Background: an optimization exercise with open tools, aiming at small area, a short achievable clock period and few clock cycles. Do not read the settings as production practice.
The RTL was checked by simulation tests, not by an equivalence proof against the original design.
No activity file was given, so power comes from the tool's default toggle rates.

==> design/flow/design.v <==
module saes_sbox (
    input  wire [3:0] x,
    output reg  [3:0] y
);
    always @(*) begin
        case (x)
            4'h0: y = 4'h9; 4'h1: y = 4'h4; 4'h2: y = 4'hA; 4'h3: y = 4'hB;
            4'h4: y = 4'hD; 4'h5: y = 4'h1; 4'h6: y = 4'h8; 4'h7: y = 4'h5;
            4'h8: y = 4'h6; 4'h9: y = 4'h2; 4'hA: y = 4'h0; 4'hB: y = 4'h3;
            4'hC: y = 4'hC; 4'hD: y = 4'hE; 4'hE: y = 4'hF; default: y = 4'h7;
        endcase
    end
endmodule
module saes_isbox (
    input  wire [3:0] x,
    output reg  [3:0] y
);
    always @(*) begin
        case (x)
            4'h0: y = 4'hA; 4'h1: y = 4'h5; 4'h2: y = 4'h9; 4'h3: y = 4'hB;
            4'h4: y = 4'h1; 4'h5: y = 4'h7; 4'h6: y = 4'h8; 4'h7: y = 4'hF;
            4'h8: y = 4'h6; 4'h9: y = 4'h0; 4'hA: y = 4'h2; 4'hB: y = 4'h3;
            4'hC: y = 4'hC; 4'hD: y = 4'h4; 4'hE: y = 4'hD; default: y = 4'hE;
        endcase
    end
endmodule
module saes_sbox1 (
    input  wire       m,
    input  wire [3:0] x,
    output reg  [3:0] y
);
    always @(*) begin
        case ({m, x})
            5'h00: y = 4'h9; 5'h01: y = 4'h4; 5'h02: y = 4'hA; 5'h03: y = 4'hB;
            5'h04: y = 4'hD; 5'h05: y = 4'h1; 5'h06: y = 4'h8; 5'h07: y = 4'h5;
            5'h08: y = 4'h6; 5'h09: y = 4'h2; 5'h0A: y = 4'h0; 5'h0B: y = 4'h3;
            5'h0C: y = 4'hC; 5'h0D: y = 4'hE; 5'h0E: y = 4'hF; 5'h0F: y = 4'h7;
            5'h10: y = 4'h5; 5'h11: y = 4'hB; 5'h12: y = 4'hD; 5'h13: y = 4'hC;
            5'h14: y = 4'h9; 5'h15: y = 4'hA; 5'h16: y = 4'h4; 5'h17: y = 4'hE;
            5'h18: y = 4'h3; 5'h19: y = 4'h0; 5'h1A: y = 4'h1; 5'h1B: y = 4'h8;
            5'h1C: y = 4'h6; 5'h1D: y = 4'h2; 5'h1E: y = 4'hF; default: y = 4'h7;
        endcase
    end
endmodule
module saes_sbox2 (
    input  wire       m,
    input  wire [3:0] x,
    output reg  [3:0] y
);
    always @(*) begin
        case ({m, x})
            5'h00: y = 4'h9; 5'h01: y = 4'h4; 5'h02: y = 4'hA; 5'h03: y = 4'hB;
            5'h04: y = 4'hD; 5'h05: y = 4'h1; 5'h06: y = 4'h8; 5'h07: y = 4'h5;
            5'h08: y = 4'h6; 5'h09: y = 4'h2; 5'h0A: y = 4'h0; 5'h0B: y = 4'h3;
            5'h0C: y = 4'hC; 5'h0D: y = 4'hE; 5'h0E: y = 4'hF; 5'h0F: y = 4'h7;
            5'h10: y = 4'hA; 5'h11: y = 4'h5; 5'h12: y = 4'h9; 5'h13: y = 4'hB;
            5'h14: y = 4'h1; 5'h15: y = 4'h7; 5'h16: y = 4'h8; 5'h17: y = 4'hF;
            5'h18: y = 4'h6; 5'h19: y = 4'h0; 5'h1A: y = 4'h2; 5'h1B: y = 4'h3;
            5'h1C: y = 4'hC; 5'h1D: y = 4'h4; 5'h1E: y = 4'hD; default: y = 4'hE;
        endcase
    end
endmodule
module saes_gmul (
    input  wire [3:0] a,
    input  wire [3:0] b,
    output wire [3:0] p
);
    wire [3:0] a0 = a;
    wire [3:0] a1 = {a0[2:0], 1'b0} ^ {2'b00, a0[3], a0[3]};
    wire [3:0] a2 = {a1[2:0], 1'b0} ^ {2'b00, a1[3], a1[3]};
    wire [3:0] a3 = {a2[2:0], 1'b0} ^ {2'b00, a2[3], a2[3]};
    assign p = ({4{b[0]}} & a0) ^ ({4{b[1]}} & a1) ^
               ({4{b[2]}} & a2) ^ ({4{b[3]}} & a3);
endmodule
module saes_mul4 (
    input  wire [3:0] a,
    output wire [3:0] p
);
    assign p = {a[1], a[0] ^ a[3], a[2] ^ a[3], a[2]};
endmodule
module saes_mul9 (
    input  wire [3:0] a,
    output wire [3:0] p
);
    assign p = {a[0], a[3], a[2], a[1] ^ a[0]};
endmodule
module saes_mix_col (
    input  wire [15:0] x,
    output wire [15:0] y
);
    wire [3:0] a4, b4, c4, d4;
    saes_mul4 m_a (.a(x[15:12]), .p(a4));
    saes_mul4 m_b (.a(x[11:8]),  .p(b4));
    saes_mul4 m_c (.a(x[7:4]),   .p(c4));
    saes_mul4 m_d (.a(x[3:0]),   .p(d4));
    assign y = {x[15:12] ^ c4, x[11:8] ^ d4, a4 ^ x[7:4], b4 ^ x[3:0]};
endmodule
module saes_mul9_16 (
    input  wire [15:0] x,
    output wire [15:0] y
);
    saes_mul9 m3 (.a(x[15:12]), .p(y[15:12]));
    saes_mul9 m2 (.a(x[11:8]),  .p(y[11:8]));
    saes_mul9 m1 (.a(x[7:4]),   .p(y[7:4]));
    saes_mul9 m0 (.a(x[3:0]),   .p(y[3:0]));
endmodule
module saes_keyexp (
    input  wire [15:0] key,
    output wire [15:0] rk0,
    output wire [15:0] rk1,
    output wire [15:0] rk2
);
    wire [7:0] w0 = key[15:8];
    wire [7:0] w1 = key[7:0];
    wire [7:0] t1, t2;
    wire [7:0] w2, w3, w4, w5;
    saes_sbox s1h (.x(w1[3:0]), .y(t1[7:4]));
    saes_sbox s1l (.x(w1[7:4]), .y(t1[3:0]));
    assign w2 = w0 ^ t1 ^ 8'h80;
    assign w3 = w1 ^ w2;
    saes_sbox s2h (.x(w3[3:0]), .y(t2[7:4]));
    saes_sbox s2l (.x(w3[7:4]), .y(t2[3:0]));
    assign w4 = w2 ^ t2 ^ 8'h30;
    assign w5 = w3 ^ w4;
    assign rk0 = {w0, w1};
    assign rk1 = {w2, w3};
    assign rk2 = {w4, w5};
endmodule
module saes_stage (
    input  wire        m,
    input  wire [15:0] x,
    input  wire [15:0] key,
    output wire [15:0] y,
    output wire [15:0] mid
);
    wire [15:0] r0, r1, r2, r1m, r1i;
    saes_keyexp u_kx (.key(key), .rk0(r0), .rk1(r1), .rk2(r2));
    saes_mix_col u_mk (.x(r1), .y(r1m));
    saes_mul9_16 u_m9 (.x(r1m), .y(r1i));
    wire [15:0] ka = m ? r2 : r0;
    wire [15:0] kb = m ? r1i : r1;
    wire [15:0] kc = m ? r0 : r2;
    wire [15:0] a  = x ^ ka;
    wire [15:0] as = {a[15:8], a[3:0], a[7:4]};
    wire [15:0] b, bm, c, cs, d;
    saes_sbox1 b3 (.m(m), .x(as[15:12]), .y(b[15:12]));
    saes_sbox1 b2 (.m(m), .x(as[11:8]),  .y(b[11:8]));
    saes_sbox1 b1 (.m(m), .x(as[7:4]),   .y(b[7:4]));
    saes_sbox1 b0 (.m(m), .x(as[3:0]),   .y(b[3:0]));
    saes_mix_col u_mc (.x(b), .y(bm));
    assign c  = bm ^ kb;
    assign cs = {c[15:8], c[3:0], c[7:4]};
    saes_sbox2 d3 (.m(m), .x(cs[15:12]), .y(d[15:12]));
    saes_sbox2 d2 (.m(m), .x(cs[11:8]),  .y(d[11:8]));
    saes_sbox2 d1 (.m(m), .x(cs[7:4]),   .y(d[7:4]));
    saes_sbox2 d0 (.m(m), .x(cs[3:0]),   .y(d[3:0]));
    assign y   = d ^ kc;
    assign mid = c;
endmodule
module saes_core (
    input  wire        clk,
    input  wire        rst,      
    input  wire        req,
    input  wire        we,
    input  wire [3:0]  addr,
    input  wire [15:0] wdata,
    output wire        ack,
    output reg  [15:0] rdata
);
    localparam [3:0] A_DIN    = 4'h0;
    localparam [3:0] A_KEY1   = 4'h1;
    localparam [3:0] A_KEY2   = 4'h2;
    localparam [3:0] A_KEY3   = 4'h3;
    localparam [3:0] A_IV     = 4'h4;
    localparam [3:0] A_CMD    = 4'h5;
    localparam [3:0] A_STATUS = 4'h6;
    localparam [3:0] A_DOUT   = 4'h7;
    localparam [3:0] A_R1I    = 4'h8;
    localparam [3:0] A_CHAIN  = 4'h9;
    localparam [3:0] A_RK0    = 4'hA;
    localparam [3:0] A_RK1    = 4'hB;
    localparam [3:0] A_RK2    = 4'hC;
    localparam [3:0] OP_NOP   = 4'h0;
    localparam [3:0] OP_GMUL  = 4'h1;
    localparam [3:0] OP_SUBN  = 4'h2;
    localparam [3:0] OP_ISUBN = 4'h3;
    localparam [3:0] OP_SHROW = 4'h4;
    localparam [3:0] OP_MIXC  = 4'h5;
    localparam [3:0] OP_IMIXC = 4'h6;
    localparam [3:0] OP_KEXP  = 4'h7;
    localparam [3:0] OP_ENC   = 4'h8;
    localparam [3:0] OP_DEC   = 4'h9;
    localparam [3:0] OP_CBCI  = 4'hA;
    localparam [3:0] OP_CBCE  = 4'hB;
    localparam [3:0] OP_CBCD  = 4'hC;
    reg [15:0] din, key1, key2, key3, iv;
    reg [7:0]  cmd_code;
    reg        cv;
    reg [1:0]  ecode;
    reg        eany;
    reg [15:0] dout, r1i, chain, rk0;
    reg        dv, rv, kv;           
    reg        md_dec, md_cbc;       
    reg [1:0]  md_v;
    reg [15:0] s1;                   
    reg        s1v;
    reg        pend;                 
    assign ack = req & ~pend;
    wire acc    = req & ~pend;
    wire acc_wr = acc & we;
    wire [7:0] code    = wdata[7:0];
    wire [3:0] opc     = code[7:4];
    wire [1:0] var_sel = code[3:2];
    reg legal;
    always @(*) begin
        legal = 1'b0;
        if (code[1:0] == 2'b00) begin
            case (opc)
                OP_NOP, OP_GMUL, OP_SUBN, OP_ISUBN, OP_SHROW,
                OP_MIXC, OP_IMIXC, OP_KEXP, OP_CBCI:
                    legal = (var_sel == 2'b00);
                OP_ENC, OP_DEC, OP_CBCE, OP_CBCD:
                    legal = (var_sel != 2'b11);
                default:
                    legal = 1'b0;
            endcase
        end
    end
    wire needs_chain = (opc == OP_CBCE) || (opc == OP_CBCD);
    wire is_cipher   = (opc == OP_ENC) || (opc == OP_DEC) || needs_chain;
    wire run_ok      = legal && !(needs_chain && !cv);
    wire c_dec       = (opc == OP_DEC) || (opc == OP_CBCD);
    wire [3:0] md_opc = md_dec ? (md_cbc ? OP_CBCD : OP_DEC) : (md_cbc ? OP_CBCE : OP_ENC);
    wire hit = (code[7:2] == {md_opc, md_v}) && ((md_v == 2'b00) || s1v);
    wire acc_cmd = acc_wr && (addr == A_CMD);
    wire cfg2 = s1v && (md_v != 2'b00);    
    reg        mP;
    reg [15:0] keyP;
    always @(*) begin
        if (cfg2) begin
            mP   = md_dec ? (md_v == 2'b01) : (md_v == 2'b10);
            keyP = (md_dec && md_v == 2'b01) ? key1 : key2;
        end else begin
            mP   = md_dec;
            case (md_v)
                2'b01:   keyP = md_dec ? key2 : key1;
                2'b10:   keyP = md_dec ? key3 : key1;
                default: keyP = key1;
            endcase
        end
    end
    wire [15:0] base = ((md_v == 2'b00) || pend) ? din : wdata;
    wire [15:0] xP   = cfg2 ? s1 : (base ^ ((md_cbc && !md_dec) ? chain : 16'h0000));
    wire [15:0] yP, midP, yQ;
    saes_stage u_p (.m(mP), .x(xP), .key(keyP), .y(yP), .mid(midP));
    saes_stage u_q (.m(md_dec), .x(yP), .key(md_dec ? key1 : key3), .y(yQ), .mid());
    wire [15:0] res = md_v[1] ? yQ : yP;
    wire commit = pend ? ((md_v == 2'b00) || s1v)
                       : (acc_cmd && run_ok && is_cipher && hit);
    wire [3:0]  gmul_res;
    wire [15:0] subn_res, isubn_res, mixc_res, imixc_res;
    saes_gmul    u_gmul  (.a(din[7:4]), .b(din[3:0]), .p(gmul_res));
    saes_sbox    u_s3 (.x(din[15:12]), .y(subn_res[15:12]));
    saes_sbox    u_s2 (.x(din[11:8]),  .y(subn_res[11:8]));
    saes_sbox    u_s1 (.x(din[7:4]),   .y(subn_res[7:4]));
    saes_sbox    u_s0 (.x(din[3:0]),   .y(subn_res[3:0]));
    saes_isbox   u_i3 (.x(din[15:12]), .y(isubn_res[15:12]));
    saes_isbox   u_i2 (.x(din[11:8]),  .y(isubn_res[11:8]));
    saes_isbox   u_i1 (.x(din[7:4]),   .y(isubn_res[7:4]));
    saes_isbox   u_i0 (.x(din[3:0]),   .y(isubn_res[3:0]));
    saes_mix_col u_mixc  (.x(din), .y(mixc_res));
    saes_mul9_16 u_imixc (.x(mixc_res), .y(imixc_res));
    reg [15:0] prim_res;
    always @(*) begin
        case (opc)
            OP_GMUL:  prim_res = {12'h000, gmul_res};
            OP_SUBN:  prim_res = subn_res;
            OP_ISUBN: prim_res = isubn_res;
            OP_SHROW: prim_res = {din[15:8], din[3:0], din[7:4]};
            OP_MIXC:  prim_res = mixc_res;
            default:  prim_res = imixc_res;
        endcase
    end
    wire is_prim = (opc >= OP_GMUL) && (opc <= OP_IMIXC);
    wire [15:0] rk1x, rk2x;
    saes_keyexp u_kr (.key(rk0), .rk0(), .rk1(rk1x), .rk2(rk2x));
    always @(posedge clk) begin
        if (rst) begin
            din      <= 16'h0000;
            key1     <= 16'h0000;
            key2     <= 16'h0000;
            key3     <= 16'h0000;
            iv       <= 16'h0000;
            cmd_code <= 8'h00;
            cv       <= 1'b0;
            ecode    <= 2'b00;
            eany     <= 1'b0;
            dv       <= 1'b0;
            rv       <= 1'b0;
            kv       <= 1'b0;
            md_dec   <= 1'b0;
            md_cbc   <= 1'b1;
            md_v     <= 2'b00;
            s1v      <= 1'b0;
            pend     <= 1'b0;
        end else begin
            if (acc_wr) begin
                case (addr)
                    A_DIN:  din  <= wdata;
                    A_KEY1: key1 <= wdata;
                    A_KEY2: key2 <= wdata;
                    A_KEY3: key3 <= wdata;
                    A_IV:   iv   <= wdata;
                    default: ;
                endcase
            end
            if (acc_cmd) begin
                cmd_code <= code;
                if (!legal) begin
                    ecode <= 2'b01;
                    eany  <= 1'b1;
                end else if (needs_chain && !cv) begin
                    ecode <= 2'b10;
                    eany  <= 1'b1;
                end else begin
                    ecode <= 2'b00;
                    if (is_prim)
                        dv <= 1'b1;
                    if (opc == OP_KEXP)
                        kv <= 1'b1;
                    if (opc == OP_CBCI) begin
                        cv <= 1'b1;
                        if (md_cbc && !md_dec)
                            md_dec <= 1'b1;
                    end
                    if (is_cipher && !hit) begin
                        md_dec <= c_dec;
                        md_cbc <= needs_chain;
                        md_v   <= var_sel;
                        pend   <= 1'b1;
                    end
                end
            end
            if (commit) begin
                dv <= 1'b1;
                if (!md_dec && !md_cbc && md_v == 2'b00)
                    rv <= 1'b1;
            end
            if (pend) begin
                s1v <= (md_v != 2'b00) && !s1v;
                if (commit)
                    pend <= 1'b0;
            end else if (acc_wr) begin
                s1v <= (addr == A_DIN) && (md_v != 2'b00) && !s1v;
            end
        end
    end
    always @(posedge clk) begin
        if (!s1v)
            s1 <= yP;
        if (commit) begin
            dout <= res ^ ((md_dec && md_cbc) ? chain : 16'h0000);
            if (md_cbc)
                chain <= md_dec ? din : res;
            if (!md_dec && !md_cbc && md_v == 2'b00)
                r1i <= midP;
        end else if (acc_cmd && run_ok && is_prim) begin
            dout <= prim_res;
        end
        if (acc_cmd && run_ok) begin
            if (opc == OP_KEXP)
                rk0 <= key1;
            if (opc == OP_CBCI)
                chain <= iv;
        end
    end
    always @(*) begin
        case (addr)
            A_DIN:    rdata = din;
            A_KEY1:   rdata = key1;
            A_KEY2:   rdata = key2;
            A_KEY3:   rdata = key3;
            A_IV:     rdata = iv;
            A_CMD:    rdata = {8'h00, cmd_code};
            A_STATUS: rdata = {12'h000, eany, ecode, cv};
            A_DOUT:   rdata = dv ? dout : 16'h0000;
            A_R1I:    rdata = rv ? r1i : 16'h0000;
            A_CHAIN:  rdata = cv ? chain : 16'h0000;
            A_RK0:    rdata = kv ? rk0 : 16'h0000;
            A_RK1:    rdata = kv ? rk1x : 16'h0000;
            A_RK2:    rdata = kv ? rk2x : 16'h0000;
            default:  rdata = 16'h0000;
        endcase
    end
endmodule
==> design/flow/run.sh <==
#!/bin/bash
# synth_recipe.tcl (not shown) runs the flow's synth.tcl, then flattens the netlist and writes it again
# the make line also repeats each setting of config.mk as NAME=value (left out here)
make -C /OpenROAD-flow-scripts/flow DESIGN_CONFIG=/design/flow/config.mk WORK_HOME=/design/flow/orfs CLKGATE_MAP_FILE= SYNTH_SCRIPT=/design/flow/synth_recipe.tcl finish
==> design/flow/config.mk <==
export PLATFORM = sky130hd
export DESIGN_NAME = saes_core
export DESIGN_NICKNAME = saes_core
export VERILOG_FILES = /design/flow/design.v
export SDC_FILE = /design/flow/constraint.sdc
export NUM_CORES = 4
export LEC_CHECK = 0
export ABC_AREA = 1
export CAP_MARGIN = 20
export CORE_MARGIN = 2
export CORE_UTILIZATION = 40
export SLEW_MARGIN = 20
==> design/flow/constraint.sdc <==
create_clock -name core_clock -period 20.0 [get_ports {clk}]
set_input_delay 4.0000 -clock core_clock [delete_from_list [all_inputs] [get_ports {clk}]]
set_output_delay 4.0000 -clock core_clock [all_outputs]
set_load 0.01 [all_outputs]
==> results of run 1 <==
[where the power goes]
part | internal [uW] | switching [uW]
Combinational | 808 | 1780
Sequential | 495 | 14.0
Clock | 271 | 209
Total | 1570 | 2010
[flip-flops by register name, indices dropped and copies added (netlist names), 8 cells and up]
register	cells
chain	16
cmd_code	8
din	16
dout	16
iv	16
key1	16
key2	16
key3	16
r1i	16
rk0	16
s1	16
[cell families (layout without fill, tap and decap cells)]
kind of cell	after synthesis	after routing	share of synthesized area
AO/OA/AOI/OAI	723	723	0.1613
XOR/XNOR	112	112	0.03788
adder cells (fa/ha/maj)	193	193	0.09325
buffers and inverters	615	593	0.09725
flip-flops	221	221	0.1956
AND/OR/NAND/NOR	2391	2391	0.4147
[cell usage in the layout (no fill, tap or decap), types with 6 or more instances in the layout]
cell type and count:
a31oi_1 17, inv_2 29, inv_1 435, clkbuf_16 28, o211ai_1 26, xor2_1 86, a21oi_1 235, clkdlybuf4s50_1 40
nand3b_1 28, nand2_2 126, nand2_4 20, o31ai_1 16, a21oi_2 14, o2111ai_1 8, ha_1 193, nand3_1 551
o221ai_1 9, buf_4 30, or2_2 18, a221oi_1 30, dfxtp_1 156, o22ai_1 28, xnor2_1 26, nand3_2 47
o21ai_1 31, o21ai_0 263, clkbuf_1 6, nor3_1 30, o21a_1 14, nor2_2 9, clkinv_1 12, nand4_1 22
edfxtp_1 64, nand2_1 1284, nor2_1 243
[through the flow]
step                hold WS (ns)  setup WS (ns)
CTS                       0.4683          8.746
floorplan                 0.4300          10.20
finish                    0.4696          8.577
global route              0.5074          7.658
detailed placement        0.4541          8.422
global placement          0.4485          8.534
[worst max path at each step]
stage                        start       to  slack [ns]  cells past startpoint
final                      md_v[1]  dout[1]        8.58                     71
after CTS                  md_v[1]  dout[1]        8.75                     69
after global placement    wdata[1]  dout[1]        8.53                     52
after detailed placement  wdata[4]  dout[4]        8.42                     53
after global routing       md_v[1]  dout[4]        7.66                     76
after floorplan           wdata[4]  dout[8]       10.20                     52
[worst register-to-register path, delay by kind of cell, from the launching register on]
family,cells,cell delay (ns)
compound gates,3,0.50
fa+ha+maj,7,2.43
buf+inv,9,1.71
flops,1,0.33
simple gates,52,6.19
[metal layers]
layer / routed length [um] / global-route usage / up-vias
met1: 44270 / 0.4044 / 13120
li1: - / - / 13940
met4: 5010 / 0.1232 / 6
met2: 44810 / 0.4734 / 1167
met5: 40 / 0 / -
met3: 8722 / 0.05057 / 230
[layout make-up]
class,instances,area (um^2),area share
inverter,475,1785,0.06438
multi-input combinational,3419,18340,0.6611
clock inverter,10,70.07,0.002526
tap,855,1070,0.03857
sequential,221,5069,0.1828
timing repair buffer,70,625.6,0.02256
clock buffer,38,778.2,0.02806
==> metrics.md, run 1 <==
| Metric | Value |
|---|---|
| Setup TNS | `0 ns` |
| Die Height | `about 260 um` |
| Syn avg cell area | `between 6 and 7 um^2` |
| Antenna cells | `0` |
| Final instance area | `between 0.02 and 0.03 mm^2` |
| Initial antenna violation count | `3` |
| CP max stage delay | `0.72 ns` |
| Critical path's top delay family | `simple AND/OR/NAND/NOR gates` |
| Async set or reset register ratio after synthesis | `0` |
| Period utilisation layout | `0.5711` |
| Fin util | `0.4318` |
| Worst Setup End Kind | `register` |
| Post-Place Cells | `5040` |
| R2r startpoint | `md_v[1]` |
| First-pass GRT wire length | `155700 um` |
| Area of the core | `between 0.06 and 0.07 mm^2` |
| Max-Cap Viols | `0` |
| Largest net degree at the start of global routing | `73` |
| DP Wirelength | `~81000 um` |
| Final Instance Count excl. Fillers | `roughly 5000` |
| Post-CTS Resized | `0` |
| Req. time, crit path | `between 20 and 25 ns` |
| Post-route ant nets | `0` |
| Flop2flop setup slack | `around 8.6 ns` |
| Die X | `about 260 um` |
| I/O Pins | `41` |
| Most common cell in the netlist | `nand2_1` |
| Worst Reg-to-Reg Cells | `between 70 and 80` |
| Wirelength per Cell | `between 20 and 25 um` |
| Run status | `timing/DRC/antenna clean` |
| Actual slew at the worst max-slew pin | `approximately 1.1 ns` |
| Final min period | `approximately 11 ns` |
| Gr usage total | `0.2998` |
| Crit path top cell by count | `nand2_1` |
| Worst-Skew Late Latency | `0.58 ns` |
| Clock Skew | `0.01931 ns` |
| CTS Buf Count | `26` |
| Flops & latches, synth | `~220` |
| Synthesized Nets | `between 4000 and 5000` |
| Power per cell area | `~130 mW/mm^2` |
| Post-synthesis cell area | `0.02590 mm^2` |
| Number of global-route vias before repair | `approximately 25000` |
| Post-CTS Repair Setup Buffers | `0` |
| Final hold viol count | `0` |
| Slew Limit Fails | `0` |
| Dpl cell area | `about 0.027 mm^2` |
| Root buffer cell | `clkbuf_16` |
| CP bufs+invs | `9` |
| Max clock buf depth | `3` |
| Synth unique cells | `59` |
| Post-synth EDFFs | `64` |
| RSZ-0062 raised after global routing | `no` |
| TritonRoute pass-1 iters | `6` |
| Startpoint Class | `register` |
| Post-Syn Instances | `roughly 4300` |
| Layout fillers | `7030` |
| Hold WC Path Type | `reg2reg` |
| CTS clk-pin slew, worst paths | `approximately 0.060 ns` |
| Share of layout cells above drive strength 1 | `0.08245` |
| Achievable clock frequency | `between 0.08 and 0.09 GHz` |
| Hold Buf Count CTS | `0` |
| DRC Markers | `0` |
| Final setup vio count | `0` |
| Worst EP arrival | `roughly 12 ns` |
| Via/cell ratio | `between 5 and 6` |
| R2R Path End | `dout[1]` |
| Synth top area share | `0.1861` |
| Yosys top cell by area | `nand2_1` |
| Starting Density | `0.4032` |
| Register area share after synthesis | `0.1956` |
| # rows | `between 90 and 100` |
| Hold path start | `rv` |
| Hold Path End | `rv` |
| Grt ovf | `0` |
| CTS tree | `done` |
| Cells on Worst Hold Path | `1` |
| CTS H-Tree Depth | `1` |
| Crit-path max FO | `28` |
| Slew HR | `0.2794` |
| Synth top area cells | `nand2_1 19%, dfxtp_1 12%, nand3_1 11%` |
| WL final | `~100000 um` |
| Buffers on Ports | `40` |
| Yosys warning count | `5` |
| Worst vdd ir | `a little under 0.1 mV` |
| Vias | `roughly 28000` |
| Final Power | `between 3000 and 4000 uW` |
| Primary FF master, synth | `dfxtp_1` |
| # clock sinks | `221` |
| Kind of critical path | `reg2reg` |
| DRT iter0 DRCs | `between 3000 and 4000` |
| Syn-to-layout area delta | `7.092%` |
| Top post-synthesis cells by count | `1284 x nand2_1, 551 x nand3_1, 437 x inv_1` |
| Die area | `roughly 0.067 mm^2` |
| Layout Nets | `between 4000 and 5000` |
| Slowest library cell on the worst path | `ha_1` |
| Static Leak | `between 0.01 and 0.015 uW` |
| Routability cong. | `about 1.1` |
Testbench counts, summed over its fixed seeds: cycles 54,662.
==> run 2, diff against run 1 <==
--- a/design/flow/design.v
+++ b/design/flow/design.v
@@ -132,5 +132,7 @@
     input  wire [15:0] key,
     output wire [15:0] y,
-    output wire [15:0] mid
+    output wire [15:0] mid,
+    output wire [15:0] rk1,
+    output wire [15:0] rk2
 );
     wire [15:0] r0, r1, r2, r1m, r1i;
@@ -157,4 +159,6 @@
     assign y   = d ^ kc;
     assign mid = c;
+    assign rk1 = r1;
+    assign rk2 = r2;
 endmodule
 module saes_core (
@@ -203,8 +207,10 @@
     reg        md_dec, md_cbc;       
     reg [1:0]  md_v;
-    reg [15:0] s1;                   
-    reg        s1v;
+    reg [1:0]  stg;                  
+    reg [15:0] s;                    
     reg        pend;                 
-    assign ack = req & ~pend;
+    reg        kxr;                  
+    wire rd_rk12 = !we && (addr == A_RK1 || addr == A_RK2) && !kxr;
+    assign ack = req & ~pend & ~rd_rk12;
     wire acc    = req & ~pend;
     wire acc_wr = acc & we;
@@ -232,30 +238,41 @@
     wire c_dec       = (opc == OP_DEC) || (opc == OP_CBCD);
     wire [3:0] md_opc = md_dec ? (md_cbc ? OP_CBCD : OP_DEC) : (md_cbc ? OP_CBCE : OP_ENC);
-    wire hit = (code[7:2] == {md_opc, md_v}) && ((md_v == 2'b00) || s1v);
+    wire hit = (code[7:2] == {md_opc, md_v}) && ((md_v == 2'b00) || (stg == 2'd2)) && !kxr;
     wire acc_cmd = acc_wr && (addr == A_CMD);
-    wire cfg2 = s1v && (md_v != 2'b00);    
-    reg        mP;
+    reg       mP;
+    reg [1:0] ksel;                  
+    always @(*) begin
+        case (stg)
+            2'd2: begin
+                mP   = md_dec ? (md_v == 2'b01) : (md_v == 2'b10);
+                ksel = (md_dec && md_v == 2'b01) ? 2'd0 : 2'd1;
+            end
+            2'd3: begin
+                mP   = md_dec;
+                ksel = md_dec ? 2'd0 : 2'd2;
+            end
+            default: begin
+                mP   = md_dec;
+                ksel = md_dec ? md_v : 2'd0;
+            end
+        endcase
+    end
     reg [15:0] keyP;
     always @(*) begin
-        if (cfg2) begin
-            mP   = md_dec ? (md_v == 2'b01) : (md_v == 2'b10);
-            keyP = (md_dec && md_v == 2'b01) ? key1 : key2;
-        end else begin
-            mP   = md_dec;
-            case (md_v)
-                2'b01:   keyP = md_dec ? key2 : key1;
-                2'b10:   keyP = md_dec ? key3 : key1;
-                default: keyP = key1;
-            endcase
-        end
+        if (kxr)
+            keyP = rk0;
+        else case (ksel)
+            2'd1:    keyP = key2;
+            2'd2:    keyP = key3;
+            default: keyP = key1;
+        endcase
     end
     wire [15:0] base = ((md_v == 2'b00) || pend) ? din : wdata;
-    wire [15:0] xP   = cfg2 ? s1 : (base ^ ((md_cbc && !md_dec) ? chain : 16'h0000));
-    wire [15:0] yP, midP, yQ;
-    saes_stage u_p (.m(mP), .x(xP), .key(keyP), .y(yP), .mid(midP));
-    saes_stage u_q (.m(md_dec), .x(yP), .key(md_dec ? key1 : key3), .y(yQ), .mid());
-    wire [15:0] res = md_v[1] ? yQ : yP;
-    wire commit = pend ? ((md_v == 2'b00) || s1v)
-                       : (acc_cmd && run_ok && is_cipher && hit);
+    wire [15:0] xP   = (stg != 2'd1) ? s : (base ^ ((md_cbc && !md_dec) ? chain : 16'h0000));
+    wire [15:0] yP, midP, rk1x, rk2x;
+    saes_stage u_p (.m(mP), .x(xP), .key(keyP), .y(yP), .mid(midP), .rk1(rk1x), .rk2(rk2x));
+    wire last   = (stg == {1'b0, md_v[1]} + {1'b0, md_v != 2'b00} + 2'd1);    
+    wire commit = pend ? last : (acc_cmd && run_ok && is_cipher && hit && !md_v[1]);
+    wire step   = pend ? !last : (acc_cmd && run_ok && is_cipher && hit && md_v[1]);
     wire [3:0]  gmul_res;
     wire [15:0] subn_res, isubn_res, mixc_res, imixc_res;
@@ -283,6 +300,4 @@
     end
     wire is_prim = (opc >= OP_GMUL) && (opc <= OP_IMIXC);
-    wire [15:0] rk1x, rk2x;
-    saes_keyexp u_kr (.key(rk0), .rk0(), .rk1(rk1x), .rk2(rk2x));
     always @(posedge clk) begin
         if (rst) begin
@@ -302,6 +317,7 @@
             md_cbc   <= 1'b1;
             md_v     <= 2'b00;
-            s1v      <= 1'b0;
+            stg      <= 2'd1;
             pend     <= 1'b0;
+            kxr      <= 1'b0;
         end else begin
             if (acc_wr) begin
@@ -315,4 +331,8 @@
                 endcase
             end
+            if (req && !pend && rd_rk12)
+                kxr <= 1'b1;
+            else if (acc_wr)
+                kxr <= acc_cmd && run_ok && (opc == OP_KEXP);
             if (acc_cmd) begin
                 cmd_code <= code;
@@ -340,4 +360,6 @@
                         pend   <= 1'b1;
                     end
+                    if (is_cipher && hit && md_v[1])
+                        pend   <= 1'b1;
                 end
             end
@@ -348,19 +370,27 @@
             end
             if (pend) begin
-                s1v <= (md_v != 2'b00) && !s1v;
-                if (commit)
+                if (last) begin
                     pend <= 1'b0;
+                    stg  <= 2'd1;
+                end else begin
+                    stg  <= stg + 2'd1;
+                end
             end else if (acc_wr) begin
-                s1v <= (addr == A_DIN) && (md_v != 2'b00) && !s1v;
+                if (step)
+                    stg <= 2'd3;
+                else if (addr == A_DIN && md_v != 2'b00 && stg == 2'd1 && !kxr)
+                    stg <= 2'd2;
+                else
+                    stg <= 2'd1;
             end
         end
     end
     always @(posedge clk) begin
-        if (!s1v)
-            s1 <= yP;
+        if (stg == 2'd1 || step)
+            s <= yP;
         if (commit) begin
-            dout <= res ^ ((md_dec && md_cbc) ? chain : 16'h0000);
+            dout <= yP ^ ((md_dec && md_cbc) ? chain : 16'h0000);
             if (md_cbc)
-                chain <= md_dec ? din : res;
+                chain <= md_dec ? din : yP;
             if (!md_dec && !md_cbc && md_v == 2'b00)
                 r1i <= midP;
==> design/flow/flow/run.sh (new file) <==
#!/bin/bash
set -euo pipefail
bash standard.sh synth > synth.log 2>&1
bash standard.sh \
  BUFFER_PORTS_ARGS="-buffer_cell sky130_fd_sc_hd__buf_2" \
  SETUP_SLACK_MARGIN=11 \
  finish > layout.log 2>&1
==> design/flow/standard.sh (new file) <==
#!/bin/bash
# synth_recipe.tcl (not shown) runs the flow's synth.tcl, then flattens the netlist and writes it again
# the make line also repeats each setting of config.mk as NAME=value (left out here)
make -C /OpenROAD-flow-scripts/flow DESIGN_CONFIG=/design/flow/config.mk WORK_HOME=/design/flow/orfs CLKGATE_MAP_FILE= SYNTH_SCRIPT=/design/flow/synth_recipe.tcl "${@:-finish}"
removed: design/flow/run.sh
==> run 2 against run 1 <==
Die area fell by 26%. Core utilization is 3.3 points higher. Final cell count decreased by 29%. Global-route usage grew 0.12 points. Power fell by 22%. Count of clock-buffer cells in the layout down 8. Combinational power down 31%. Non-clock buffer count grew 53. Sequential power up 6.5%. Setup slack better by 1.6 ns. Cell area down 22%. Still clean on timing, DRC and antenna. Critical path depth is 58 lower. Highest routed layer unchanged.
==> metrics.md, run 2 <==
| Metric | Value |
|---|---|
| Run status | `timing/DRC/antenna clean` |
| Hold WC Path Type | `reg2reg` |
| Grt ovf | `0 (unchanged)` |
| Final hold viol count | `0 (unchanged)` |
| Worst vdd ir | `0.1043 mV (+5.0%)` |
| Wirelength per Cell | `21.40 um (+5.9%)` |
| Clock power share | `0.169 (+0.035)` |
| Primary FF master, synth | `dfxtp_1` |
| Final min period | `9.844 ns (-1.579 ns)` |
| Share of layout cells above drive strength 1 | `0.1638 (+0.08132)` |
| Achievable clock frequency | `0.1016 GHz (+16%)` |
| Seq pwr share | `0.194 (+0.052)` |
| Buffers on Ports | `40 (unchanged)` |
| Setup TNS | `0 ns (unchanged)` |
| CTS tree | `done` |
| Largest net degree at the start of global routing | `76 (+4.1%)` |
| Clock Skew | `0.01396 ns (-0.005349 ns)` |
| Power per cell area | `129.0 mW/mm^2 (-0.12%)` |
| Yosys warning count | `5 (unchanged)` |
| DRT iter0 DRCs | `2232 (-31%)` |
| Synth top area cells | `nand2_1 16%, dfxtp_1 16%, edfxtp_1 10%` |
| Kind of critical path | `in2out` |
| Post-route ant nets | `0 (unchanged)` |
| Actual slew at the worst max-slew pin | `0.9190 ns (-0.1593 ns)` |
| Worst Setup End Kind | `output pin` |
| # rows | `79 (-15%)` |
| TritonRoute pass-1 iters | `17 (+11)` |
| Most frequent cells in the layout | `817 x nand2_1, 328 x nand3_1, 244 x inv_1, 195 x nor2_1, 177 x o21ai_0` |
| Async set or reset register ratio after synthesis | `0 (unchanged)` |
| Req. time, crit path | `16.00 ns (-4.33 ns)` |
| Yosys top cell by area | `nand2_1` |
| Die area | `0.04913 mm^2 (-26%)` |
| Crit-path max FO | `4 (-86%)` |
| Worst-Skew Late Latency | `0.55 ns (-0.03 ns)` |
| Layout Nets | `3088 (-30%)` |
| Synthesized Nets | `3052 (-32%)` |
| Gr usage total | `0.3010 (+0.001169)` |
| Period utilisation layout | `0.4922 (-0.07895)` |
| Crit path cell chain | `buf_12 -> nor2_4 -> inv_4 -> nor2_4 -> inv_2 -> buf_4 -> buf_6 -> o22ai_4 -> a221oi_2 -> nand4_1 -> a2111oi_4 -> nand3_1 -> buf_2` |
| Final Power | `2797 uW (-22%)` |
| Die X | `221.7 um (-14%)` |
| WHS | `0.4251 ns (-0.04451 ns)` |
| Combinational share of power | `0.637 (-0.087)` |
| Antenna cells | `0 (unchanged)` |
| Register area share after synthesis | `0.2609 (+0.06537)` |
| Post-synthesis cell area | `0.01895 mm^2 (-27%)` |
| CTS clk-pin slew, worst paths | `0.06 ns (about the same)` |
| Die Height | `221.7 um (-14%)` |
| NetSw | `1482 uW (-26%)` |
| Routability cong. | `1.023 (-5.3%)` |
| Number of global-route vias before repair | `18530 (-27%)` |
| Internal | `1315 uW (-16%)` |
| First-pass GRT wire length | `114400 um (-27%)` |
| Via/cell ratio | `5.773 (+3.2%)` |
| Post-synth EDFFs | `64 (unchanged)` |
| Max clock buf depth | `3 (unchanged)` |
| DP Wirelength | `59710 um (-26%)` |
| CTS H-Tree Depth | `1 (unchanged)` |
| # clock sinks | `215 (-2.7%)` |
| DRC Markers | `0 (unchanged)` |
| Final setup vio count | `0 (unchanged)` |
| Startpoint Class | `input pin` |
| Slew Limit Fails | `0 (unchanged)` |
| Most common cell in the netlist | `nand2_1` |
| CTS Buf Count | `24 (-7.7%)` |
| RSZ-0062 raised after global routing | `yes` |
| I/O Pins | `41 (unchanged)` |
| Worst EP arrival | `5.84 ns (-5.91 ns)` |
| Synth top area share | `0.1644 (-0.02169)` |
| Crit path top cell by count | `nor2_4` |
| Static Leak | `0.009669 uW (-27%)` |
| Synth unique cells | `62 (+5.1%)` |
| WL final | `76900 um (-25%)` |
| CP max stage delay | `0.50 ns (-0.22 ns)` |
| Flops & latches, synth | `215 (-2.7%)` |
| Area of the core | `0.04665 mm^2 (-27%)` |
| Layout fillers | `4831 (-31%)` |
| Post-Syn Instances | `2932 (-31%)` |
| Initial antenna violation count | `1 (-2)` |
| Top post-synthesis cells by count | `830 x nand2_1, 336 x nand3_1, 258 x inv_1` |
| Root buffer cell | `clkbuf_16` |
| Slowest library cell on the worst path | `a2111oi_4` |
| Syn avg cell area | `6.463 um^2 (+6.2%)` |
| Commonest non-fill, non-tap cell in the layout | `nand2_1` |
| Slew HR | `0.3859 (+0.1065)` |
| Max-Cap Viols | `0 (unchanged)` |
| Vias | `20740 (-27%)` |
| Sw frac | `0.5299 (-0.03066)` |
| Syn-to-layout area delta | `14.40%` |
| Starting Density | `0.4062 (+0.002976)` |
-- run 2: cell count changes after synthesis, sizes merged, moves of 13 or more --
| cell | before | now |
|---|---|---|
| nand2 | 1430 | 948 |
| nand3 | 598 | 373 |
| inv | 464 | 284 |
| ha | 193 | 96 |
| a21oi | 249 | 154 |
| o21ai | 297 | 222 |
| xor2 | 86 | 31 |
| nor2 | 255 | 218 |
| buf | 61 | 36 |
| o22ai | 28 | 9 |
| o21a | 14 | 1 |
-- run 2: timing repair --
action	4_1_cts	5_1_grt
hold buffers	0	0
pin swaps	34	31
endpoints found under the hold margin	0	0
endpoints found under the setup margin	40	16
setup buffers	36	26
gates cloned	0	1
resized for setup	103	55
-- run 2: power groups by stage --
stage | Sequential (uW) | Combinational, uW | Clock, uW
detailed placement | 549 | 1730 | 0
floorplan | 538 | 1290 | 0
CTS | 540 | 1740 | 476
global placement | 549 | 1700 | 0
finish | 542 | 1780 | 472
global route | 543 | 1980 | 493
-- run 2: path summary, 6_finish.rpt --
kind | from | to | slack, ns | cells past startpoint
max | addr[0] | rdata[3] | 10.16 | 13
min | key1[10] | rk0[10] | 0.43 | 0
max reg2reg | stg[0] | dout[10] | 12.22 | 51
min reg2reg | key1[10] | rk0[10] | 0.43 | 0
-- run 2: logic make-up (layout without fill, tap and decap cells) --
group,count (synthesis),in the layout,share of synthesized area
AO/OA/AOI/OAI,524,524,0.1666
adder cells (fa/ha/maj),96,96,0.06339
XOR/XNOR,60,60,0.02852
AND/OR/NAND/NOR,1628,1629,0.3910
flip-flops,215,215,0.2609
buffers and inverters,409,462,0.08953
-- run 2: per-layer routing --
layer | GRT usage | routed length (um) | up-vias
met2 | 0.4893 | 34370 | 951
li1 | - | - | 9843
met1 | 0.3963 | 32290 | 9739
met5 | 0 | 10 | -
met3 | 0.03764 | 5898 | 209
met4 | 0.1436 | 4330 | 2
-- run 2: cell type report --
type / count / area (um^2) / share of cell area
multi-input cells: 2309 / 12890 / 0.5948
flip-flops and latches: 215 / 4949 / 0.2283
inverters: 295 / 1200 / 0.05535
repair buffers: 123 / 1039 / 0.04791
well taps: 607 / 759.5 / 0.03503
clock buffers: 30 / 696.9 / 0.03215
clock inverters: 14 / 141.4 / 0.006522
-- run 2: worst max-delay path: cells and delay by family --
| kind | cells | cell delay, ns |
|---|---|---|
| AOI/OAI and AO/OA | 3 | 0.73 |
| buffers and inverters | 6 | 0.63 |
| and+or+nand+nor | 4 | 0.47 |
-- run 2: stage by stage --
step	area (um^2)	std cells	setup slack [ns]	utilization
6_report	21680	3593	10.16	0.4647
5_1_grt	21680	3593	10.15	0.4647
4_1_cts	21170	3563	10.26	0.4537
3_5_place_dp	19560	3483	9.131	0.4192
3_3_place_gp	19550	3483	9.361	0.4191
2_1_floorplan	19030	2932	10.75	-
Testbench counts of run 2, summed over its fixed seeds: cycles 59,011.
==> run 3, diff against run 2 <==
==> design/flow/run.sh (new file) <==
#!/bin/bash
# synth_recipe.tcl (not shown) runs the flow's synth.tcl, then flattens the netlist and writes it again
# the make line also repeats each setting of config.mk as NAME=value (left out here)
make -C /OpenROAD-flow-scripts/flow DESIGN_CONFIG=/design/flow/config.mk WORK_HOME=/design/flow/orfs CLKGATE_MAP_FILE= SYNTH_SCRIPT=/design/flow/synth_recipe.tcl finish
removed: design/flow/flow/run.sh
removed: design/flow/standard.sh
==> run 3 against run 2 <==
Core utilization decreased by 2.5 points. Still clean. Largest cell class unchanged. Non-clock buffer count decreased by 54. Setup slack got worse by 2.4 ns.
==> metrics.md, run 3 <==
| Metric | Value |
|---|---|
| Worst Setup EP | `rdata[6]` |
| Max clock buf depth | `3 (unchanged)` |
| Largest net degree at the start of global routing | `65 (-14%)` |
| Via/cell ratio | `5.750 (-0.41%)` |
| Fin util | `0.4399 (-0.02475)` |
| Final hold viol count | `0 (unchanged)` |
| Slew Limit Fails | `0 (unchanged)` |
| Post-synthesis cell area | `0.01895 mm^2 (unchanged)` |
| CTS H-Tree Depth | `1 (unchanged)` |
| Busiest grt layer | `met2` |
| Gr usage total | `0.3032 (+0.002263)` |
| Starting Density | `0.4062 (unchanged)` |
| Die Height | `221.7 um (unchanged)` |
| Req. time, crit path | `16.00 ns (about the same)` |
| WL final | `77040 um (+0.18%)` |
| Synth top area cells | `nand2_1 16%, dfxtp_1 16%, edfxtp_1 10%` |
| Max-Cap Viols | `0 (unchanged)` |
| Worst Setup End Kind | `output pin` |
| Top post-synthesis cells by count | `830 x nand2_1, 336 x nand3_1, 258 x inv_1` |
| Power per cell area | `134.5 mW/mm^2 (+4.2%)` |
| DRC Markers | `0 (unchanged)` |
| Post-route ant nets | `0 (unchanged)` |
| Root buffer cell | `clkbuf_16` |
| Startpoint Class | `register` |
| Layout Nets | `3032 (-1.8%)` |
| Worst-Skew Late Latency | `0.55 ns (about the same)` |
| Syn avg cell area | `6.463 um^2 (unchanged)` |
| RSZ-0062 raised after global routing | `no` |
| Synth unique cells | `62 (unchanged)` |
| # clock sinks | `215 (unchanged)` |
| Grt met1 use | `0.4002 (+0.003928)` |
| Kind of critical path | `reg2out` |
| Hold Buf Count CTS | `0 (unchanged)` |
| Synthesized Nets | `3052 (unchanged)` |
| Final setup vio count | `0 (unchanged)` |
| Post-CTS Resized | `0 (-100%)` |
| Most frequent cells in the layout | `829 x nand2_1, 336 x nand3_1, 258 x inv_1, 207 x nor2_1, 180 x o21ai_0` |
| Final Instance Count excl. Fillers | `3535 (-1.6%)` |
| Die area | `0.04913 mm^2 (unchanged)` |
| R2R Path End | `dout[10]` |
| Area of the core | `0.04665 mm^2 (unchanged)` |
| Flops & latches, synth | `215 (unchanged)` |
| Syn-to-layout area delta | `8.306%` |
| Die X | `221.7 um (unchanged)` |
| Flop2flop setup slack | `10.23 ns (-1.99 ns)` |
| Grt ovf | `0 (unchanged)` |
| CTS Buf Count | `23 (-4.2%)` |
| Buffers on Ports | `40 (unchanged)` |
| Async set or reset register ratio after synthesis | `0 (unchanged)` |
| Commonest non-fill, non-tap cell in the layout | `nand2_1` |
| CTS tree | `done` |
| Met2 usage | `0.4991 (+0.009738)` |
| Routability cong. | `1.009 (-1.4%)` |
| I/O Pins | `41 (unchanged)` |
| Worst vdd ir | `0.07344 mV (-30%)` |
| Static Leak | `0.009023 uW (-6.7%)` |
| Achievable clock frequency | `0.08180 GHz (-19%)` |
| First-pass GRT wire length | `114700 um (+0.31%)` |
| TritonRoute pass-1 iters | `17 (unchanged)` |
| Actual slew at the worst max-slew pin | `1.043 ns (+0.1236 ns)` |
| Post-CTS Repair Setup Buffers | `0 (-100%)` |
| Worst setup path start | `md_dec` |
| Most common cell in the netlist | `nand2_1` |
| Register area share after synthesis | `0.2609 (unchanged)` |
| Number of global-route vias before repair | `18420 (-0.61%)` |
| DRT iter0 DRCs | `2318 (+3.9%)` |
| DP Wirelength | `60780 um (+1.8%)` |
| Hold WC Path Type | `reg2reg` |
| Primary FF master, synth | `dfxtp_1` |
| Share of layout cells above drive strength 1 | `0.1004 (-0.06335)` |
| Worst EP arrival | `8.22 ns (+2.38 ns)` |
| # rows | `79 (unchanged)` |
| Yosys top cell by area | `nand2_1` |
| Post-Syn Instances | `2932 (unchanged)` |
| Antenna cells | `0 (unchanged)` |
| Yosys warning count | `5 (unchanged)` |
| Post-Place Cells | `3493 (+0.29%)` |
| Met3 Track Usage GR | `0.03406 (-0.003578)` |
| CP max stage delay | `0.96 ns (+0.46 ns)` |
| Clock Skew | `0.02420 ns (+0.01024 ns)` |
| Layout fillers | `4935 (+2.2%)` |
| Wirelength per Cell | `21.79 um (+1.8%)` |
| Initial antenna violation count | `1 (unchanged)` |
| Worst Reg-to-Reg Cells | `50 (-2.0%)` |
| Vias | `20330 (-2.0%)` |
| Run status | `timing/DRC/antenna clean` |
| CTS clk-pin slew, worst paths | `0.07 ns (about the same)` |
| Synth top area share | `0.1644 (unchanged)` |
| Slew HR | `0.3024 (-0.08348)` |
| R2r startpoint | `md_dec` |
| Slowest library cell on the worst path | `dfxtp_1` |
| Final min period | `12.22 ns (+2.381 ns)` |
| Period utilisation layout | `0.6112 (+0.1191)` |
| Setup TNS | `0 ns (unchanged)` |
| Crit-path max FO | `25 (+21)` |
| Post-synth EDFFs | `64 (unchanged)` |
==> run 3: cell counts after synthesis <==
Identical to the previous run, type by type.
==> run 3: through the flow <==
step           instance area (um^2)  setup WS [ns]  hold slack, ns  power, uW
6_report                      20520          7.775          0.4328       2760
4_1_cts                       20500          8.034          0.4332       2724
3_5_place_dp                  19770          8.619          0.4180       2290
5_1_grt                       20520          7.423          0.4589       2971
3_3_place_gp                  19770          8.839          0.4153       2269
2_1_floorplan                 18950          10.61          0.4082       1824
==> run 3: kinds of logic (layout without fill, tap and decap cells) <==
logic type,Yosys count,after routing,share of synthesized area
AO/OA/AOI/OAI,524,524,0.1666
XOR/XNOR,60,60,0.02852
adder cells (fa/ha/maj),96,96,0.06339
buffers and inverters,409,405,0.08953
flip-flops,215,215,0.2609
AND/OR/NAND/NOR,1628,1628,0.3910
==> run 3: worst max-delay path: cells and delay by family, from the launching register on <==
kind	cells	cell delay, ns
buffers and inverters	8	2.07
AO/OA/AOI/OAI	6	1.94
flip-flops	1	0.96
AND/OR/NAND/NOR	14	1.54
adder cells (fa/ha/maj)	3	1.13
==> run 3: worst min path at each step <==
| stage | from | endpoint | depth (start not counted) |
|---|---|---|---|
| 2_1_floorplan | key1[10] | rk0[10] | 0 |
| 3_3_place_gp | key1[10] | rk0[10] | 0 |
| 3_5_place_dp | key1[14] | rk0[14] | 0 |
| 4_1_cts | key1[14] | rk0[14] | 0 |
| 5_1_grt | key1[9] | rk0[9] | 0 |
| 6_report | key1[14] | rk0[14] | 0 |
==> run 3: report_power, final <==
| group | internal (uW) | switching, uW | leakage, uW |
|---|---|---|---|
| clock | 241 | 188 | 0.000354 |
| combinational | 517 | 1270 | 0.00687 |
| sequential | 517 | 25.0 | 0.00180 |
| total | 1270 | 1490 | 0.00902 |
==> run 3: layout make-up <==
cell class,instances,area [um^2],share of cell area
tap,607,759.5,0.03701
sequential,215,4945,0.2409
clock buffer,31,646.9,0.03152
multi-input combinational,2308,12330,0.6006
timing repair buffer,69,625.6,0.03048
inverter,295,1132,0.05517
clock inverter,10,87.58,0.004268
==> run 3: routing by layer <==
metal	vias to the layer above	share of wire
li1	9733	-
met3	175	0.074
met2	930	0.45
met4	2	0.049
met5	-	0.00016
met1	9486	0.42

re-timing with driven ports:
The results above use ideal ports. As a check the final layouts listed here were re-extracted and re-timed, cells and wires unchanged.
Step 1 (the two cells are an assumption about what drives the block):
set clk [get_ports {clk}]
set_driving_cell -lib_cell sky130_fd_sc_hd__clkbuf_16 $clk
set_driving_cell -lib_cell sky130_fd_sc_hd__buf_2 [delete_from_list [all_inputs] $clk]
Step 2 times the ports against the registers' clock, not the clock port: input delays grow and output delays shrink by t, the midpoint of the rising clock arrivals with the driver on.
Slacks: ideal ports / drivers / drivers and shift; pairs: ideal ports / drivers.
| run | t, ns | setup WS [ns] | worst slew at a driven data input, ns |
|---|---|---|---|
| run 1 | 0.626 | 8.577 / 8.577 / 8.249 | 0.04 |
| run 2 | 0.593 | 10.156 / 10.092 / 10.092 | 0.06 |
| run 3 | 0.587 | 7.775 / 7.725 / 8.312 | 0.05 |
After both steps setup and hold are still met in every run listed. The setup slack of run 1, which loses most, moves by 0.000 ns with the drivers and by -0.328 ns with both steps.
